From an optimization exercise on the open Yosys and OpenROAD flow, aimed at small area, a short achievable clock period and few clock cycles; shortcuts taken in it are not production practice. Only simulation tests tie the RTL to the original design; equivalence was not proved. Power and IR drop assume default switching activity.

### flow/run.sh
#!/bin/bash
# synth_recipe.tcl (not shown) runs the flow's synth.tcl, then flattens the netlist and writes it again
# the make line also repeats each setting of config.mk as NAME=value (left out here)
make -C /OpenROAD-flow-scripts/flow DESIGN_CONFIG=/design/flow/config.mk WORK_HOME=/design/flow/orfs CLKGATE_MAP_FILE= SYNTH_SCRIPT=/design/flow/synth_recipe.tcl finish
### flow/config.mk
export PLATFORM = sky130hd
export DESIGN_NAME = rs_codec
export DESIGN_NICKNAME = rs_codec
export VERILOG_FILES = /design/flow/design.v
export SDC_FILE = /design/flow/constraint.sdc
export NUM_CORES = 4
export LEC_CHECK = 0
export CAP_MARGIN = 20
export CORE_MARGIN = 2
export CORE_UTILIZATION = 40
export SLEW_MARGIN = 20
### flow/constraint.sdc
create_clock -name core_clock -period 5.0 [get_ports {clk}]
set_input_delay 1.0000 -clock core_clock [delete_from_list [all_inputs] [get_ports {clk}]]
set_output_delay 1.0000 -clock core_clock [all_outputs]
set_load 0.01 [all_outputs]
### flow/design.v
module rs_codec (
    input  wire       clk,
    input  wire       rst_n,
    input  wire       cmd_valid,
    output wire       cmd_ready,
    input  wire       cmd_op,
    input  wire [3:0] cmd_lvl,
    input  wire [7:0] cmd_len,
    input  wire       in_valid,
    output wire       in_ready,
    input  wire [7:0] in_data,
    output wire       out_valid,
    input  wire       out_ready,
    output wire [7:0] out_data,
    output reg        done,
    output reg  [3:0] err,
    output reg  [7:0] out_len
);
  localparam [3:0] ERR_NONE          = 4'd0;
  localparam [3:0] ERR_INVALID_INPUT = 4'd1;
  localparam [3:0] ERR_UNCORRECTABLE = 4'd3;
  localparam [1:0] S_IDLE = 2'd0;
  localparam [1:0] S_IN   = 2'd1;
  localparam [1:0] S_OUT  = 2'd2;
  localparam [1:0] S_FIN  = 2'd3;
  function [7:0] gf_mul(input [7:0] a, input [7:0] b);
    integer i;
    reg [7:0] p;
    reg [7:0] s;
    begin
      p = 8'h00;
      s = a;
      for (i = 0; i < 8; i = i + 1) begin
        if (b[i]) p = p ^ s;
        s = {s[6:0], 1'b0} ^ (s[7] ? 8'h1D : 8'h00);
      end
      gf_mul = p;
    end
  endfunction
  function [7:0] nsym_of(input [1:0] lvl);
    begin
      case (lvl)
        2'd1:    nsym_of = 8'd16;
        2'd2:    nsym_of = 8'd32;
        default: nsym_of = 8'd64;
      endcase
    end
  endfunction
  localparam [8*65-1:0] GEN_L1 = {8'h00, 8'h00, 8'h00, 8'h00, 8'h00, 8'h00, 8'h00, 8'h00, 8'h00, 8'h00, 8'h00, 8'h00, 8'h00, 8'h00, 8'h00, 8'h00, 8'h00, 8'h00, 8'h00, 8'h00, 8'h00, 8'h00, 8'h00, 8'h00, 8'h00, 8'h00, 8'h00, 8'h00, 8'h00, 8'h00, 8'h00, 8'h00, 8'h00, 8'h00, 8'h00, 8'h00, 8'h00, 8'h00, 8'h00, 8'h00, 8'h00, 8'h00, 8'h00, 8'h00, 8'h00, 8'h00, 8'h00, 8'h00, 8'h3B, 8'h24, 8'h32, 8'h62, 8'hE5, 8'h29, 8'h41, 8'hA3, 8'h08, 8'h1E, 8'hD1, 8'h44, 8'hBD, 8'h68, 8'h0D, 8'h3B, 8'h01};
  localparam [8*65-1:0] GEN_L2 = {8'h00, 8'h00, 8'h00, 8'h00, 8'h00, 8'h00, 8'h00, 8'h00, 8'h00, 8'h00, 8'h00, 8'h00, 8'h00, 8'h00, 8'h00, 8'h00, 8'h00, 8'h00, 8'h00, 8'h00, 8'h00, 8'h00, 8'h00, 8'h00, 8'h00, 8'h00, 8'h00, 8'h00, 8'h00, 8'h00, 8'h00, 8'h00, 8'h58, 8'hAC, 8'h37, 8'h8E, 8'h14, 8'hFD, 8'h8A, 8'h18, 8'hB9, 8'hB3, 8'h2F, 8'h94, 8'hE4, 8'hFD, 8'h37, 8'h3B, 8'h0C, 8'hE1, 8'hC5, 8'hB0, 8'h9D, 8'h21, 8'h21, 8'hA2, 8'hC2, 8'h10, 8'h7E, 8'h36, 8'hAE, 8'h34, 8'h40, 8'h74, 8'h01};
  localparam [8*65-1:0] GEN_L3 = {8'hF5, 8'hF2, 8'hE4, 8'h9B, 8'h7D, 8'hAB, 8'hE8, 8'hDD, 8'hC0, 8'hB0, 8'hF4, 8'h84, 8'hD0, 8'h86, 8'hA1, 8'h0B, 8'hB0, 8'h33, 8'h64, 8'h64, 8'h84, 8'h23, 8'h9A, 8'h95, 8'h23, 8'hA3, 8'hC3, 8'h10, 8'hA2, 8'h2B, 8'h55, 8'h51, 8'hE4, 8'h4D, 8'h8F, 8'h30, 8'h79, 8'h0E, 8'hB6, 8'hE6, 8'h28, 8'hCC, 8'h06, 8'h93, 8'hA4, 8'h15, 8'h78, 8'h1C, 8'h8E, 8'hDC, 8'hDD, 8'hDB, 8'hC5, 8'h5B, 8'h93, 8'h99, 8'h8C, 8'h73, 8'hB7, 8'h80, 8'h3A, 8'hFF, 8'h0A, 8'hC1, 8'h01};
  localparam [8*64-1:0] ALPHA_POW = {8'hA1, 8'hDE, 8'h6F, 8'hB9, 8'hD2, 8'h69, 8'hBA, 8'h5D, 8'hA0, 8'h50, 8'h28, 8'h14, 8'h0A, 8'h05, 8'h8C, 8'h46, 8'h23, 8'h9F, 8'hC1, 8'hEE, 8'h77, 8'hB5, 8'hD4, 8'h6A, 8'h35, 8'h94, 8'h4A, 8'h25, 8'h9C, 8'h4E, 8'h27, 8'h9D, 8'hC0, 8'h60, 8'h30, 8'h18, 8'h0C, 8'h06, 8'h03, 8'h8F, 8'hC9, 8'hEA, 8'h75, 8'hB4, 8'h5A, 8'h2D, 8'h98, 8'h4C, 8'h26, 8'h13, 8'h87, 8'hCD, 8'hE8, 8'h74, 8'h3A, 8'h1D, 8'h80, 8'h40, 8'h20, 8'h10, 8'h08, 8'h04, 8'h02, 8'h01};
  reg  [1:0] state;
  reg        op;         
  reg  [1:0] lvl;
  reg  [7:0] len;
  reg  [7:0] cnt;        
  reg  [7:0] par [0:63];  
  reg  [7:0] syn [0:63];  
  wire [7:0] par_next [0:63];  
  wire [7:0] syn_next [0:63];  
  wire [7:0] nsym = nsym_of(lvl);
  assign cmd_ready = (state == S_IDLE);
  assign in_ready  = (state == S_IN);
  assign out_valid = (state == S_OUT);
  assign out_data  = par[0];
  wire cmd_fire = cmd_valid & cmd_ready;
  wire in_fire  = in_valid & in_ready;
  wire out_fire = out_valid & out_ready;
  wire       lvl_ok    = (cmd_lvl == 4'd1) | (cmd_lvl == 4'd2) | (cmd_lvl == 4'd3);
  wire [8:0] cmd_nsym  = {1'b0, nsym_of(cmd_lvl[1:0])};
  wire       len_ok    = cmd_op ? ({1'b0, cmd_len} >= cmd_nsym)
                                : ({1'b0, cmd_len} + cmd_nsym <= 9'd255);
  wire       cmd_ok    = lvl_ok & len_ok;
  wire [7:0] fb = in_data ^ par[0];
  genvar g;
  generate
    for (g = 0; g < 64; g = g + 1) begin : step
      wire [7:0] coef = (lvl == 2'd1) ? GEN_L1[8*(g+1) +: 8] :
                        (lvl == 2'd2) ? GEN_L2[8*(g+1) +: 8] :
                                        GEN_L3[8*(g+1) +: 8];
      wire [7:0] shift_in;
      if (g < 63) begin : inner
        assign shift_in = (g + 1 < nsym) ? par[g+1] : 8'h00;
      end else begin : last
        assign shift_in = 8'h00;
      end
      assign par_next[g] = shift_in ^ gf_mul(fb, coef);
      assign syn_next[g] = gf_mul(syn[g], ALPHA_POW[8*g +: 8]) ^ in_data;
    end
  endgenerate
  reg syn_nz;
  integer n;
  always @(*) begin
    syn_nz = 1'b0;
    for (n = 0; n < 64; n = n + 1)
      if (n < nsym && syn[n] != 8'h00) syn_nz = 1'b1;
  end
  integer j;
  always @(posedge clk) begin
    if (!rst_n) begin
      state   <= S_IDLE;
      op      <= 1'b0;
      lvl     <= 2'd1;
      len     <= 8'd0;
      cnt     <= 8'd0;
      done    <= 1'b0;
      err     <= ERR_NONE;
      out_len <= 8'd0;
      for (j = 0; j < 64; j = j + 1) begin
        par[j] <= 8'h00;
        syn[j] <= 8'h00;
      end
    end else begin
      done <= 1'b0;
      case (state)
        S_IDLE: begin
          if (cmd_fire) begin
            if (!cmd_ok) begin
              done    <= 1'b1;
              err     <= ERR_INVALID_INPUT;
              out_len <= 8'd0;
            end else begin
              op  <= cmd_op;
              lvl <= cmd_lvl[1:0];
              len <= cmd_len;
              for (j = 0; j < 64; j = j + 1) begin
                par[j] <= 8'h00;
                syn[j] <= 8'h00;
              end
              if (cmd_len == 8'd0) begin
                state <= S_OUT;
                cnt   <= cmd_nsym[7:0];
              end else begin
                state <= S_IN;
                cnt   <= cmd_len;
              end
            end
          end
        end
        S_IN: begin
          if (in_fire) begin
            if (!op) begin
              for (j = 0; j < 64; j = j + 1)
                par[j] <= par_next[j];
            end else begin
              for (j = 0; j < 64; j = j + 1)
                syn[j] <= syn_next[j];
            end
            cnt <= cnt - 8'd1;
            if (cnt == 8'd1) begin
              if (!op) begin
                state <= S_OUT;
                cnt   <= nsym;
              end else begin
                state <= S_FIN;
              end
            end
          end
        end
        S_OUT: begin
          if (out_fire) begin
            for (j = 0; j < 63; j = j + 1)
              par[j] <= par[j+1];
            par[63] <= 8'h00;
            cnt <= cnt - 8'd1;
            if (cnt == 8'd1) state <= S_FIN;
          end
        end
        S_FIN: begin
          state <= S_IDLE;
          done  <= 1'b1;
          if (!op) begin
            err     <= ERR_NONE;
            out_len <= len + nsym;
          end else if (syn_nz) begin
            err     <= ERR_UNCORRECTABLE;
            out_len <= 8'd0;
          end else begin
            err     <= ERR_NONE;
            out_len <= len - nsym;
          end
        end
      endcase
    end
  end
endmodule
==> notes.md <==
global-route usage over all layers 0.314; CTS max path bufs 3; worst-path maximum fanout 15; Comb pwr share 0.565; Critical Path End Type flip-flop; VDD IR max 0.436 mV; critical path's slowest cell xor2_1; share of layout cells above drive strength 1 0.0818; drt via density 5.89; Avg Cell Area, Syn 7.66 um^2; Post-synth EDFFs 0; P_sw between 20 and 25 mW; postcts setup bufs 0; Cells after Synth 9386; DR pass1 iterations 9; filler cell count 17600; H-tree Lvls 4; TritonCTS Buffers roughly 130; setup violators final 0; Synth cell types 82; worst setup path class flip-flop to flip-flop; initial DRC count 9088; Starting Density 0.403; Worst-Skew Late Latency between 800 and 900 ps; Ys Warns 3; vias in the first global route between 60000 and 70000; fmax 229 MHz; Crit path arrival time 5050 ps; DR WL/cell about 26 um; post-route ant nets 0; Mapped Area between 70000 and 80000 um^2; data required time at the worst endpoint 5680 ps; Final Hold Viols 0; Critical Path Max Stage Delay 1000 ps; post-detail-place hpwl 199 mm; Die H 428 um; first-pass GRT wire length 437 mm; sequential area share after synthesis 0.294; area share of the largest cell type after synthesis 0.294; Die Width 428 um; RSZ-0062 raised after global routing false; Tmin final 4370 ps; crit path cell chain xnor2_4 > buf_12 > xnor2_1 > xor2_1 > o21ai_0 > xnor2_1 > nor2_1 > a221o_1; clock group share of total power 0.226; Final GP Congestion 1.04; clock sinks between 1000 and 1500; grt ovf 0; num rows 155; die area 183000 um^2; area leader, netlist dfxtp_1; cts hold-fix bufs 0; Worst Clk Skew ~23 ps; residual DRC count 0; switching share of power 0.477; Startpoint Class flip-flop; leakage 27.9 nW; Slew HR 0.116; crit-path most repeated cell xnor2_1; setup tns final 0 ps; initial antenna violation count 8; top cells by area, synth dfxtp_1 (29%), xnor2_1 (21%), nand2_1 (6.5%); final period utilization 0.873; vias after detailed routing roughly 69000; worst slew pin tran 1320 ps; TritonCTS clock tree built; CORE AREA 178000 um^2; WL final 300 mm; status no timing/DRC/antenna violations; Final Slew Violations 0; buffers and inverters on the worst path 1; cell family with most CP delay XOR/XNOR gates; register bit total from synthesis ~1100; Tot Pwr 44.7 mW; worst hold slack between 400 and 500 ps; HP Class flip-flop to flip-flop; Max Cap Violations 0; Synth Flop Type dfxtp_1; Pint 23.4 mW; part of the power in registers 0.209; Worst-path clk slew 60 ps; IO buf count 47; # IOs 50; Area Growth Syn to Fin 13.3%; Post-CTS Resized 0; Nets just over 9000; power per cell area approximately 550 nW/um^2; root buffer cell clkbuf_16; async set or reset register ratio after synthesis 0; largest net degree at the start of global routing 216
[stage by stage]
stage / setup slack, ps / cell area, um^2 / util / cells
floorplan: 935 / 71900 / - / 9387
global placement: 304 / 76900 / 0.431 / 11400
detailed placement: 340 / 76900 / 0.431 / 11400
CTS: 918 / 81400 / 0.456 / 11600
global route: 768 / 81400 / 0.456 / 11600
finish: 634 / 81400 / 0.456 / 11700
[tightest hold or removal path, cell delays in order, from the launching register on]
cell     delay [ps]
dfxtp_1         310
nand2_1          50
a21oi_1          50
[cells in the final DEF, fill, tap and decap left out, types with 16 or more instances in the layout]
master           Yosys  final
a221oi_1            63     63
nor2_1             819    810
a22o_1              35     35
buf_4                4    367
inv_1              131    128
xnor2_2             21     36
a21o_1              33     32
clkbuf_16            0    135
clkbuf_1           677     19
and3_1              16     16
nand2b_1            33     32
or3_1               33     32
o21ai_0            517    517
o31ai_1             24     24
o22ai_1             21     21
a221o_1             19     19
nand3_1            401    401
a31oi_1             16     16
a21oi_1            800    799
a211oi_1            24     24
mux2i_1             95     95
nor3_1             179    179
buf_12               0     79
nand4_1             33     33
nor4_1             108    108
dfxtp_1           1056   1056
ha_1                73     68
xnor2_1           1740   1720
clkinv_2             0     20
nor2b_1             18     17
clkbuf_8             0     35
clkdlybuf4s50_1      0     38
xnor3_1             35     34
a22oi_1            315    315
xor2_1             508    505
nand2_1           1242   1239
[layer usage]
metal,vias up,track usage,wire length [um]
met5,-,0.00442,298
met4,8,0.163,17400
met3,849,0.0796,31900
met2,3604,0.464,127000
met1,33200,0.419,123000
li1,31000,-,-
[power by group through the flow]
stage | Sequential [mW] | Combinational, mW | Clock, mW
final | 9.34 | 25.3 | 10.1
after global routing | 9.37 | 26.1 | 10.6
after CTS | 9.32 | 24.4 | 10.2
after detailed placement | 9.49 | 24.3 | 0
after global placement | 9.48 | 24.1 | 0
after floorplan | 9.29 | 14.1 | 0
[synthesized netlist by cell type (all sizes together), types with 139 or more instances]
library cell and instances:
dfxtp 1056, o21ai 525, xnor2 1764, a21oi 800
nand2 1243, nor2 823, clkbuf 678, buf 139
nor3 179, xor2 510, nand3 401, a22oi 315
[cells by family (layout without fill, tap and decap cells)]
kind of cell / after synthesis / after routing / synth area share
fa+ha+maj: 76 / 76 / 0.0135
other cells: 1 / 10 / 0.0000522
simple gates: 2931 / 2931 / 0.174
xor+xnor: 2313 / 2313 / 0.293
buf+inv: 951 / 856 / 0.0503
flops: 1056 / 1056 / 0.294
compound gates: 1962 / 1962 / 0.162
mux: 96 / 96 / 0.0134
[final timing paths]
path	slack, ps	depth (start not counted)	to	start
setup / recovery	630	8	par[13][6]	par[0][7]
hold reg to reg	450	2	par[39][5]	par[39][5]
hold / removal	450	2	par[39][5]	par[39][5]
setup reg to reg	630	8	par[13][6]	par[0][7]
[area by class of cell]
cell class,instances,area (um^2),share of cell area
timing repair buffer,488,4760,0.0584
tap,2355,2950,0.0362
sequential,1056,21100,0.260
inverter,134,517,0.00635
multi-input combinational,7380,47500,0.584
clock inverter,45,572,0.00702
antenna,8,20.0,0.000246
clock buffer,189,3930,0.0483
[sequential cells by signal (all words and copies together), names as in the netlist]
register	cells
len	8
cnt	8
op	1
par	512
out_len	8
err	2
state	2
done	1
syn	512
lvl	2
Testbench counts, summed over its fixed seeds: cycles 44,468.

afterwards: timing with drivers on the ports:
The results above use ideal ports. As a check the final layout listed here was re-extracted and re-timed, cells and wires unchanged.
Step 1 sets driving cells, clkbuf_16 on the clock port and buf_2 on the other inputs (assumed; they add their load-dependent delay and slew).
Step 2, shift: input delay + t, output delay - t, t = (earliest + latest rising clock arrival at the registers) / 2. This alone moves slack from input paths to output paths.
a / b / c = ideal ports / drivers / drivers and shift; a / b = the first two.
shift t [ns]: 0.889
setup WS [ns]: 0.634 / 0.634 / 0.019
worst data-port slew with drivers (ns): 0.06
cell pins on the clock port's net: 1
After both steps this run still meets setup and hold. For this run, drivers alone change the setup slack by 0.000 ns; drivers and shift together by -0.615 ns.
